Background: an optimization exercise with open tools, aiming at small area, a short achievable clock period and few clock cycles per item. Do not read the settings as production practice.
Only simulation tests tie the RTL to the original design; equivalence was not proved.

==> run a <==
==> flow/design.v <==
module can_frame_parser (
    input  wire        clk,
    input  wire        rst,
    input  wire        in_valid,
    output wire        in_ready,
    input  wire [10:0] in_id,
    input  wire [3:0]  in_dlc,
    input  wire [63:0] in_data,
    output wire        rd_valid,
    input  wire        rd_ready,
    output wire        rd_last,
    output reg  [7:0]  rd_field,
    output reg  [1:0]  rd_kind,
    output wire [16:0] rd_raw,
    output reg  [1:0]  rd_scale,
    output wire [55:0] rd_text,
    output reg  [2:0]  rd_textlen,
    output wire        tx_valid,
    output wire [10:0] tx_id,
    output wire [3:0]  tx_dlc,
    output wire [63:0] tx_data,
    output wire        done,
    output reg  [5:0]  fault_bits,
    output wire [15:0] fault_count
);
    localparam [1:0] SEL_IDLE = 2'd0, SEL_A = 2'd1, SEL_B = 2'd2, SEL_C = 2'd3;
    localparam [1:0] K_NUM = 2'd0, K_ONOFF = 2'd1, K_LABEL = 2'd2, K_TEXT = 2'd3;
    localparam [4:0] C_NONE = 5'd0,  C_DLC = 5'd1,  C_SHORT = 5'd2, C_282 = 5'd3,
                     C_381 = 5'd4,   C_382 = 5'd5,  C_481 = 5'd6,   C_PRA = 5'd7,
                     C_PRB = 5'd8,   C_PRC = 5'd9,  C_BAND = 5'd10, C_CONT = 5'd11,
                     C_OS0 = 5'd16;   
    localparam [3:0] P_NONE = 4'd0, P_282 = 4'd1, P_381 = 4'd2, P_382 = 4'd3,
                     P_481 = 4'd4, P_OS = 4'd5, P_A1 = 4'd6, P_A3 = 4'd7,
                     P_B1 = 4'd8, P_C2 = 4'd9, P_C4 = 4'd10, P_C5 = 4'd11,
                     P_C6 = 4'd12, P_C8 = 4'd13, P_C9 = 4'd14, P_C14 = 4'd15;
    reg [1:0]  sel;
    reg [3:0]  line;           
    reg        upload;
    reg        carry_valid;
    reg [7:0]  carry_byte;
    reg [15:0] fc;
    reg        busy;
    reg [2:0]  idx;
    reg [4:0]  cls;
    reg        st_id;          
    reg [3:0]  dlc;
    reg [63:0] dat;
    wire [7:0] d0 = dat[7:0],   d1 = dat[15:8],  d2 = dat[23:16], d3 = dat[31:24];
    wire [7:0] d4 = dat[39:32], d5 = dat[47:40], d6 = dat[55:48], d7 = dat[63:56];
    wire [7:0] i0 = in_data[7:0], i1 = in_data[15:8], i2 = in_data[23:16], i3 = in_data[31:24];
    reg  [4:0] in_cls;
    always @* begin
        in_cls = C_NONE;
        if (in_dlc > 4'd8)
            in_cls = C_DLC;
        else if (in_id == 11'h282)
            in_cls = (in_dlc < 4'd3) ? C_SHORT : C_282;
        else if (in_id == 11'h381)
            in_cls = (in_dlc < 4'd6) ? C_SHORT : C_381;
        else if (in_id == 11'h382)
            in_cls = (in_dlc < 4'd3) ? C_SHORT : C_382;
        else if (in_id == 11'h481)
            in_cls = (in_dlc < 4'd7) ? C_SHORT : C_481;
        else if (in_id == 11'h1c1 || in_id == 11'h1c2 || in_id == 11'h1c3) begin
            if (in_dlc >= 4'd3 && i0 == 8'h41 && i1 == 8'h3f && i2 == 8'h50)
                in_cls = C_PRA;
            else if (in_dlc >= 4'd3 && i0 == 8'h41 && i1 == 8'h0f && i2 == 8'h34)
                in_cls = C_PRB;
            else if (in_dlc >= 4'd3 && i0 == 8'h41 && i1 == 8'h1d && i2 == 8'h50)
                in_cls = C_PRC;
            else if (in_dlc >= 4'd1 && i0[7:4] == 4'h4) begin
                if (in_dlc >= 4'd4 && i0 == 8'h43 && i1 == 8'h30 && i2 == 8'h20 && i3 == 8'h01)
                    in_cls = (in_dlc < 4'd6) ? C_SHORT : C_OS0 + 5'd3;
                else if (in_dlc >= 4'd4 && i0 == 8'h43 && i1 == 8'h30 && i2 == 8'h20 && i3 == 8'h02)
                    in_cls = (in_dlc < 4'd6) ? C_SHORT : C_OS0 + 5'd4;
                else if (in_dlc >= 4'd3 && i0 == 8'h4B && i1 == 8'h10 && i2 == 8'h20)
                    in_cls = (in_dlc < 4'd6) ? C_SHORT : C_OS0 + 5'd0;
                else if (in_dlc >= 4'd3 && i0 == 8'h4B && i1 == 8'h11 && i2 == 8'h20)
                    in_cls = (in_dlc < 4'd6) ? C_SHORT : C_OS0 + 5'd1;
                else if (in_dlc >= 4'd3 && i0 == 8'h43 && i1 == 8'h20 && i2 == 8'h20)
                    in_cls = (in_dlc < 4'd6) ? C_SHORT : C_OS0 + 5'd2;
                else if (in_dlc >= 4'd3 && i0 == 8'h4F && i1 == 8'h40 && i2 == 8'h20)
                    in_cls = (in_dlc < 4'd5) ? C_SHORT : C_OS0 + 5'd5;
                else
                    in_cls = C_BAND;
            end else if (in_dlc >= 4'd1 && (i0 == 8'h00 || i0 == 8'h10))
                in_cls = C_CONT;
        end
    end
    wire dge2 = dlc >= 4'd2, dge4 = dlc >= 4'd4, dge6 = dlc >= 4'd6, dge8 = dlc >= 4'd8;
    reg [3:0] plan;
    reg       hard;
    reg [5:0] fbits;
    always @* begin
        plan  = P_NONE;
        hard  = 1'b0;
        fbits = 6'd0;
        case (cls)
            C_DLC:   begin hard = 1'b1; fbits[1] = 1'b1; end
            C_SHORT: begin hard = 1'b1; fbits[0] = 1'b1; end
            C_282:   plan = P_282;
            C_381:   plan = P_381;
            C_382:   plan = P_382;
            C_481:   begin
                plan = P_481;
                fbits[2] = d0 > 8'h0F;
                fbits[3] = d1 > 8'h1F;
            end
            C_CONT: begin
                case (sel)
                    SEL_A: begin
                        if (line == 4'd1) begin
                            if (!dge8) begin hard = 1'b1; fbits[0] = 1'b1; end
                            else plan = P_A1;
                        end else if (line == 4'd3) begin
                            if (!dge2) begin hard = 1'b1; fbits[0] = 1'b1; end
                            else plan = P_A3;
                        end
                    end
                    SEL_B: if (line == 4'd1) plan = P_B1;
                    SEL_C: begin
                        case (line)
                            4'd2: if (!dge6) begin hard = 1'b1; fbits[0] = 1'b1; end
                                  else plan = P_C2;
                            4'd4: if (!dge8) begin hard = 1'b1; fbits[0] = 1'b1; end
                                  else plan = P_C4;
                            4'd5: if (!dge8) begin hard = 1'b1; fbits[0] = 1'b1; end
                                  else begin plan = P_C5; fbits[4] = carry_valid; end
                            4'd6: if (!dge8) begin hard = 1'b1; fbits[0] = 1'b1; end
                                  else begin plan = P_C6; fbits[5] = !carry_valid; end
                            4'd7: if (!dge8) begin hard = 1'b1; fbits[0] = 1'b1; end
                                  else fbits[4] = carry_valid;
                            4'd8: if (!dge8) begin hard = 1'b1; fbits[0] = 1'b1; end
                                  else begin plan = P_C8; fbits[5] = !carry_valid; end
                            4'd9: if (!dge4) begin hard = 1'b1; fbits[0] = 1'b1; end
                                  else begin plan = P_C9; fbits[5] = !carry_valid; end
                            4'd14: if (!dge4) begin hard = 1'b1; fbits[0] = 1'b1; end
                                  else plan = P_C14;
                            default: ;
                        endcase
                    end
                    default: ;
                endcase
            end
            default: if (cls[4]) plan = P_OS;
        endcase
    end
    reg [5:0] vmask;
    reg [2:0] lastslot;
    always @* begin
        vmask    = 6'b111111;
        lastslot = 3'd0;
        case (plan)
            P_282, P_A1, P_C2, P_C4: lastslot = 3'd1;
            P_381, P_C5:             lastslot = 3'd2;
            P_481: begin lastslot = 3'd5; vmask[0] = ~fbits[2]; vmask[1] = ~fbits[3]; end
            P_C6:  begin lastslot = 3'd4; vmask[0] = carry_valid; end
            P_C8, P_C9: begin lastslot = 3'd1; vmask[0] = carry_valid; end
            default: lastslot = 3'd0;
        endcase
    end
    reg [2:0] slot;
    always @* begin
        slot = idx;
        if (slot == 3'd0 && !vmask[0]) slot = 3'd1;
        if (slot == 3'd1 && !vmask[1]) slot = 3'd2;
    end
    wire has_rd = (plan != P_NONE);
    assign rd_valid = busy && has_rd;
    assign rd_last  = (slot == lastslot);
    assign done     = busy && (!has_rd || (rd_ready && rd_last));
    assign in_ready = !busy || done;
    localparam [1:0] X_ZERO = 2'd0, X_SIGN = 2'd1, X_SEXT8 = 2'd2;
    reg [7:0] lo, hi;
    reg       sgn;      
    reg       s8;       
    always @* begin
        rd_field   = 8'd0;
        rd_kind    = K_NUM;
        rd_scale   = 2'd0;
        lo  = d0;
        hi  = 8'd0;
        sgn = 1'b0;
        s8  = 1'b0;
        case (plan)
            P_282: case (slot)
                3'd0: begin rd_field = 8'h01; lo = d0; end
                default: begin rd_field = 8'h02; lo = d1; hi = d2; sgn = 1'b1; rd_scale = 2'd2; end
            endcase
            P_381: begin
                rd_scale = 2'd2; sgn = 1'b1;
                case (slot)
                    3'd0: begin rd_field = 8'h03; lo = d0; hi = d1; end
                    3'd1: begin rd_field = 8'h04; lo = d2; hi = d3; end
                    default: begin rd_field = 8'h05; lo = d4; hi = d5; end
                endcase
            end
            P_382: begin rd_field = 8'h06; lo = d1; hi = d2; sgn = 1'b1; rd_scale = 2'd2; end
            P_481: case (slot)
                3'd0: begin rd_field = 8'h07; rd_kind = K_LABEL; lo = d0; end
                3'd1: begin rd_field = 8'h08; rd_kind = K_LABEL; lo = d1; end
                3'd2: begin rd_field = 8'h09; rd_kind = K_ONOFF; lo = {7'd0, d5[0]}; end
                3'd3: begin rd_field = 8'h0A; rd_kind = K_ONOFF; lo = {7'd0, d5[1]}; end
                3'd4: begin rd_field = 8'h0B; rd_kind = K_ONOFF; lo = {7'd0, d6[4]}; end
                default: begin rd_field = 8'h0C; rd_kind = K_ONOFF; lo = {7'd0, d6[0]}; end
            endcase
            P_OS: begin
                rd_field = {5'b10000, cls[2:0]};
                lo = d4;
                case (cls[2:0])
                    3'd0, 3'd1: begin hi = d5; sgn = 1'b1; rd_scale = 2'd2; end
                    3'd5:       ;
                    default:    hi = d5;
                endcase
            end
            P_A1: case (slot)
                3'd0: begin rd_field = 8'h10; lo = d5; rd_scale = 2'd1; end
                default: begin rd_field = 8'h11; lo = d6; hi = d7; sgn = 1'b1; rd_scale = 2'd2; end
            endcase
            P_A3: begin rd_field = 8'h12; lo = d1; s8 = 1'b1; end
            P_B1: begin rd_field = 8'h18; rd_kind = K_TEXT; end
            P_C2: begin
                sgn = 1'b1; rd_scale = 2'd2;
                case (slot)
                    3'd0: begin rd_field = 8'h20; lo = d2; hi = d3; end
                    default: begin rd_field = 8'h21; lo = d4; hi = d5; end
                endcase
            end
            P_C4: begin
                sgn = 1'b1; rd_scale = 2'd2;
                case (slot)
                    3'd0: begin rd_field = 8'h22; lo = d6; hi = d7; end
                    default: begin rd_field = 8'h23; lo = d4; hi = d5; end
                endcase
            end
            P_C5: begin
                sgn = 1'b1; rd_scale = 2'd2;
                case (slot)
                    3'd0: begin rd_field = 8'h24; lo = d1; hi = d2; end
                    3'd1: begin rd_field = 8'h25; lo = d3; hi = d4; end
                    default: begin rd_field = 8'h26; lo = d5; hi = d6; end
                endcase
            end
            P_C6: case (slot)
                3'd0: begin rd_field = 8'h27; lo = d1; hi = carry_byte; sgn = 1'b1; rd_scale = 2'd2; end
                3'd1: begin rd_field = 8'h28; lo = d2; hi = d3; end
                3'd2: begin rd_field = 8'h29; lo = d4; hi = d5; rd_scale = 2'd1; end
                3'd3: begin rd_field = 8'h2A; lo = d6; end
                default: begin rd_field = 8'h2B; lo = d7; end
            endcase
            P_C8: case (slot)
                3'd0: begin rd_field = 8'h2C; lo = d1; hi = carry_byte; rd_scale = 2'd1; end
                default: begin rd_field = 8'h2D; lo = d2; hi = d3; rd_scale = 2'd2; end
            endcase
            P_C9: begin
                rd_scale = 2'd3;
                case (slot)
                    3'd0: begin rd_field = 8'h2E; lo = d1; hi = carry_byte; end
                    default: begin rd_field = 8'h2F; lo = d2; hi = d3; end
                endcase
            end
            P_C14: begin rd_field = 8'h30; lo = d2; hi = d3; sgn = 1'b1; rd_scale = 2'd2; end
            default: ;
        endcase
    end
    assign rd_raw  = s8 ? {{9{lo[7]}}, lo} : {sgn & hi[7], hi, lo};
    assign rd_text = dat[63:8];
    integer j;
    always @* begin
        rd_textlen = 3'd0;
        for (j = 1; j < 8; j = j + 1)
            if (dat[8*j +: 8] != 8'd0 && j < dlc) rd_textlen = j[2:0];
    end
    reg       tx_req;
    reg [1:0] tx_code;        
    reg [1:0] n_sel;
    reg [3:0] n_line;
    reg       n_upload;
    reg       n_cv;
    reg       cstore;
    always @* begin
        tx_req   = 1'b0;
        tx_code  = 2'd0;
        n_sel    = sel;
        n_line   = line;
        n_upload = upload;
        n_cv     = carry_valid;
        cstore   = 1'b0;
        case (cls)
            C_PRA, C_PRB, C_PRC: begin
                n_sel    = (cls == C_PRA) ? SEL_A : (cls == C_PRB) ? SEL_B : SEL_C;
                n_line   = 4'd1;
                n_cv     = 1'b0;
                n_upload = 1'b0;
                if (st_id && cls == C_PRC) begin
                    n_upload = 1'b1;
                    tx_req   = 1'b1;
                end
            end
            C_CONT: begin
                if (sel != SEL_IDLE) begin
                    if (line != 4'd15) n_line = line + 4'd1;
                    if (sel == SEL_C) begin
                        case (line)
                            4'd5, 4'd7, 4'd8: begin n_cv = 1'b1; cstore = 1'b1; end
                            4'd6, 4'd9: n_cv = 1'b0;
                            default: ;
                        endcase
                    end
                end
                if (st_id && upload) begin
                    tx_req  = 1'b1;
                    tx_code = d0[4] ? 2'd2 : 2'd1;
                end
            end
            default: begin
                if (cls == C_BAND || cls[4]) begin
                    n_sel  = SEL_IDLE;
                    n_line = 4'd0;
                    n_cv   = 1'b0;
                end
                if (st_id) n_upload = 1'b0;
            end
        endcase
    end
    assign tx_valid = done && tx_req && !hard;
    assign tx_id    = 11'h241;
    assign tx_dlc   = 4'd8;
    assign tx_data  = {56'd0, 6'b101000, tx_code};
    wire        fault  = fbits != 6'd0;
    wire [15:0] fc_inc = (fc == 16'hFFFF) ? fc : fc + 16'd1;
    assign fault_count = fault ? fc_inc : fc;
    always @* fault_bits = fbits;
    always @(posedge clk) begin
        if (in_ready) begin
            cls   <= in_cls;
            st_id <= (in_id == 11'h1c1);
            dlc   <= in_dlc;
            dat   <= in_data;
            idx   <= 3'd0;
        end else if (rd_valid && rd_ready) begin
            idx   <= slot + 3'd1;
        end
        if (rst) begin
            busy        <= 1'b0;
            sel         <= SEL_IDLE;
            line        <= 4'd0;
            upload      <= 1'b0;
            carry_valid <= 1'b0;
            fc          <= 16'd0;
        end else begin
            if (in_ready) busy <= in_valid;
            if (done) begin
                fc <= fault_count;
                if (!hard) begin
                    sel         <= n_sel;
                    line        <= n_line;
                    upload      <= n_upload;
                    carry_valid <= n_cv;
                    if (cstore) carry_byte <= d7;
                end
            end
        end
    end
endmodule
==> flow/run.sh <==
#!/bin/bash
# synth_recipe.tcl (not shown) runs the flow's synth.tcl, then flattens the netlist and writes it again
# the make line also repeats each setting of config.mk as NAME=value (left out here)
make -C /OpenROAD-flow-scripts/flow DESIGN_CONFIG=/design/flow/config.mk WORK_HOME=/design/flow/orfs CLKGATE_MAP_FILE= SYNTH_SCRIPT=/design/flow/synth_recipe.tcl finish
==> flow/config.mk <==
export PLATFORM = sky130hd
export DESIGN_NAME = can_frame_parser
export DESIGN_NICKNAME = can_frame_parser
export VERILOG_FILES = /design/flow/design.v
export SDC_FILE = /design/flow/constraint.sdc
export NUM_CORES = 4
export LEC_CHECK = 0
export CAP_MARGIN = 20
export CORE_MARGIN = 2
export CORE_UTILIZATION = 40
export PLACE_DENSITY = 0.6
export SETUP_SLACK_MARGIN = 1
export SLEW_MARGIN = 20
==> flow/constraint.sdc <==
create_clock -name core_clock -period 6.0 [get_ports {clk}]
set_input_delay 1.2000 -clock core_clock [delete_from_list [all_inputs] [get_ports {clk}]]
set_output_delay 1.2000 -clock core_clock [all_outputs]
set_load 0.01 [all_outputs]
==> run b: changes against run a <==
SETUP_SLACK_MARGIN = default   (was 1)
==> run c: changes against run a <==
SETUP_SLACK_MARGIN = 2.5   (was 1)
==> results list <==
- Worst hold margin: 0.532 ns
* Slack of the worst reg-to-reg path: 1.58 ns
- Summing all multi-input logic gate instances after layout gives 0.00653 mm².
- ClkCell Share: 0.0222
* Status: no timing/DRC/antenna violations
- Critical path depth in cells: 18
- Detailed routing placed a total of 19.0 mm of wire on met2.
- Clock latency on the worst-skew pair: 0.39 ns
- The critical path goes through nor2b_1, a221oi_4, a21oi_2, buf_4, a31oi_4, o21ai_4, a21oi_4, ha_2, nor2b_4, buf_12, buf_4, bufbuf_16, and2_1, a221oi_2, nor2_1, a2111o_1, o32a_1, buf_2.
- # placed instances: 1594
- The path with the worst hold slack has its endpoint at fc[9]$_SDFFE_PP0P_.
- In the global route stage, met2 resource usage came out at 0.520.
* Via count of the first global-routing pass: 9995
- Fraction of the core area covered by cells at the end of the flow: 0.619
- For this run, global-route usage on met1 was measured as 0.476.
- In this design, the stage delay of the slowest critical-path cell is 0.54 ns.
* Reg-to-Reg End: dat[9]$_DFFE_PP_
* FMAX: 0.174 GHz
- Clock-pin slew of the registers on the worst-case setup and hold paths: 0.08 ns
- In this design, the largest share of critical-path delay is due to compound AO/OA/AOI/OAI gates.
That was run c.
==> results list <==
* Status: complete, but fails checks
- Layout Check Failures: negative setup slack
- Clock latency on the worst-skew pair: 0.38 ns
* Endpoint, Worst Hold: fc[5]$_SDFFE_PP0P_
- The cell family contributing the most delay on the critical path is simple AND/OR/NAND/NOR gates.
- Met2 Wirelength: 17.9 mm
* Area of the multi-input gates: 0.00552 mm²
- For flop-to-flop paths, the worst setup slack is 1.13 ns.
- Setup violations remaining at the end of the flow were counted as 1.
* Global Route met2 Usage: 0.511
* FMAX: 0.166 GHz
- Via count of the first global-routing pass: 9879
- In this run the critical register-to-register path is captured at dat[9]$_DFFE_PP_.
- ClkCell Share: 0.0251
- Crit-path max cell delay: 0.60 ns
- Worst hold margin: 0.511 ns
- Met1 Resource Use GR: 0.471
- Final Worst Setup Slack: -0.0165 ns
- Counting buffers and inverters, the worst setup path is 12 cells deep.
That was run b.
==> results list <==
* ClkCell Share: 0.0222
* Endpoint, Worst Hold: fc[5]$_SDFFE_PP0P_
* Remaining Overflow, GRT: 0
* Global Route met2 Usage: 0.515
- Reg-to-Reg End: dat[27]$_DFFE_PP_
- The routed design uses 18.8 mm of met2 wire.
* Area of the multi-input gates: 0.00621 mm²
- Crit-path max cell delay: 0.41 ns
* Worst hold margin: 0.513 ns
- Clock-pin slew of the registers on the worst-case setup and hold paths: 0.09 ns
- The critical path crosses 20 cells after its start point.
- Grouping stages by cell kind, the critical path spends the most delay in compound AO/OA/AOI/OAI gates.
- Setup slack on the worst reg-to-reg path comes out at 1.35 ns.
- In this run the top signal layer used is met4.
- Status: no timing/DRC/antenna violations
- Clock latency on the worst-skew pair: 0.38 ns
- Via count of the first global-routing pass: 10051
* Cells along the critical path: buf_6, nor2b_2, a221oi_4, a21oi_2, buf_4, a31oi_4, o21ai_4, a21oi_4, ha_4, nor2b_4, buf_12, buf_4, and2_4, a221o_1, a221o_1, o311ai_4, buf_6, buf_12, o2111ai_2, buf_2
- FMAX: 0.175 GHz
* Fraction of the core area covered by cells at the end of the flow: 0.599
That was run a.
Testbench counts of run a, summed over its fixed seeds: cycles 35,159, frames 20,000.
Testbench counts of run b, summed over its fixed seeds: cycles 35,159, frames 20,000.
Testbench counts of run c, summed over its fixed seeds: cycles 35,159, frames 20,000.

==> afterwards: timing with drivers on the ports <==
Ports are ideal in the flow. The routed layouts listed here were re-timed in OpenROAD.
Step 1 sets driving cells, clkbuf_16 on the clock port and buf_2 on the other inputs (assumed; they add their load-dependent delay and slew).
Step 2 moves the port delays by t, midway between the first and last clock arrival at a register: inputs arrive t later, outputs are due t later. That takes back most of the time a late clock gives input paths.
a / b / c = ideal / step 1 / step 2; a / b = the first two.
run	t, ns	setup slack, ns	slew at the worst register clock pin (ns)
run a	0.420	0.276 / 0.227 / 0.647	0.09 / 0.09
run b	0.419	-0.017 / -0.067 / 0.352	0.09 / 0.09
run c	0.431	0.266 / 0.217 / 0.648	0.10 / 0.10
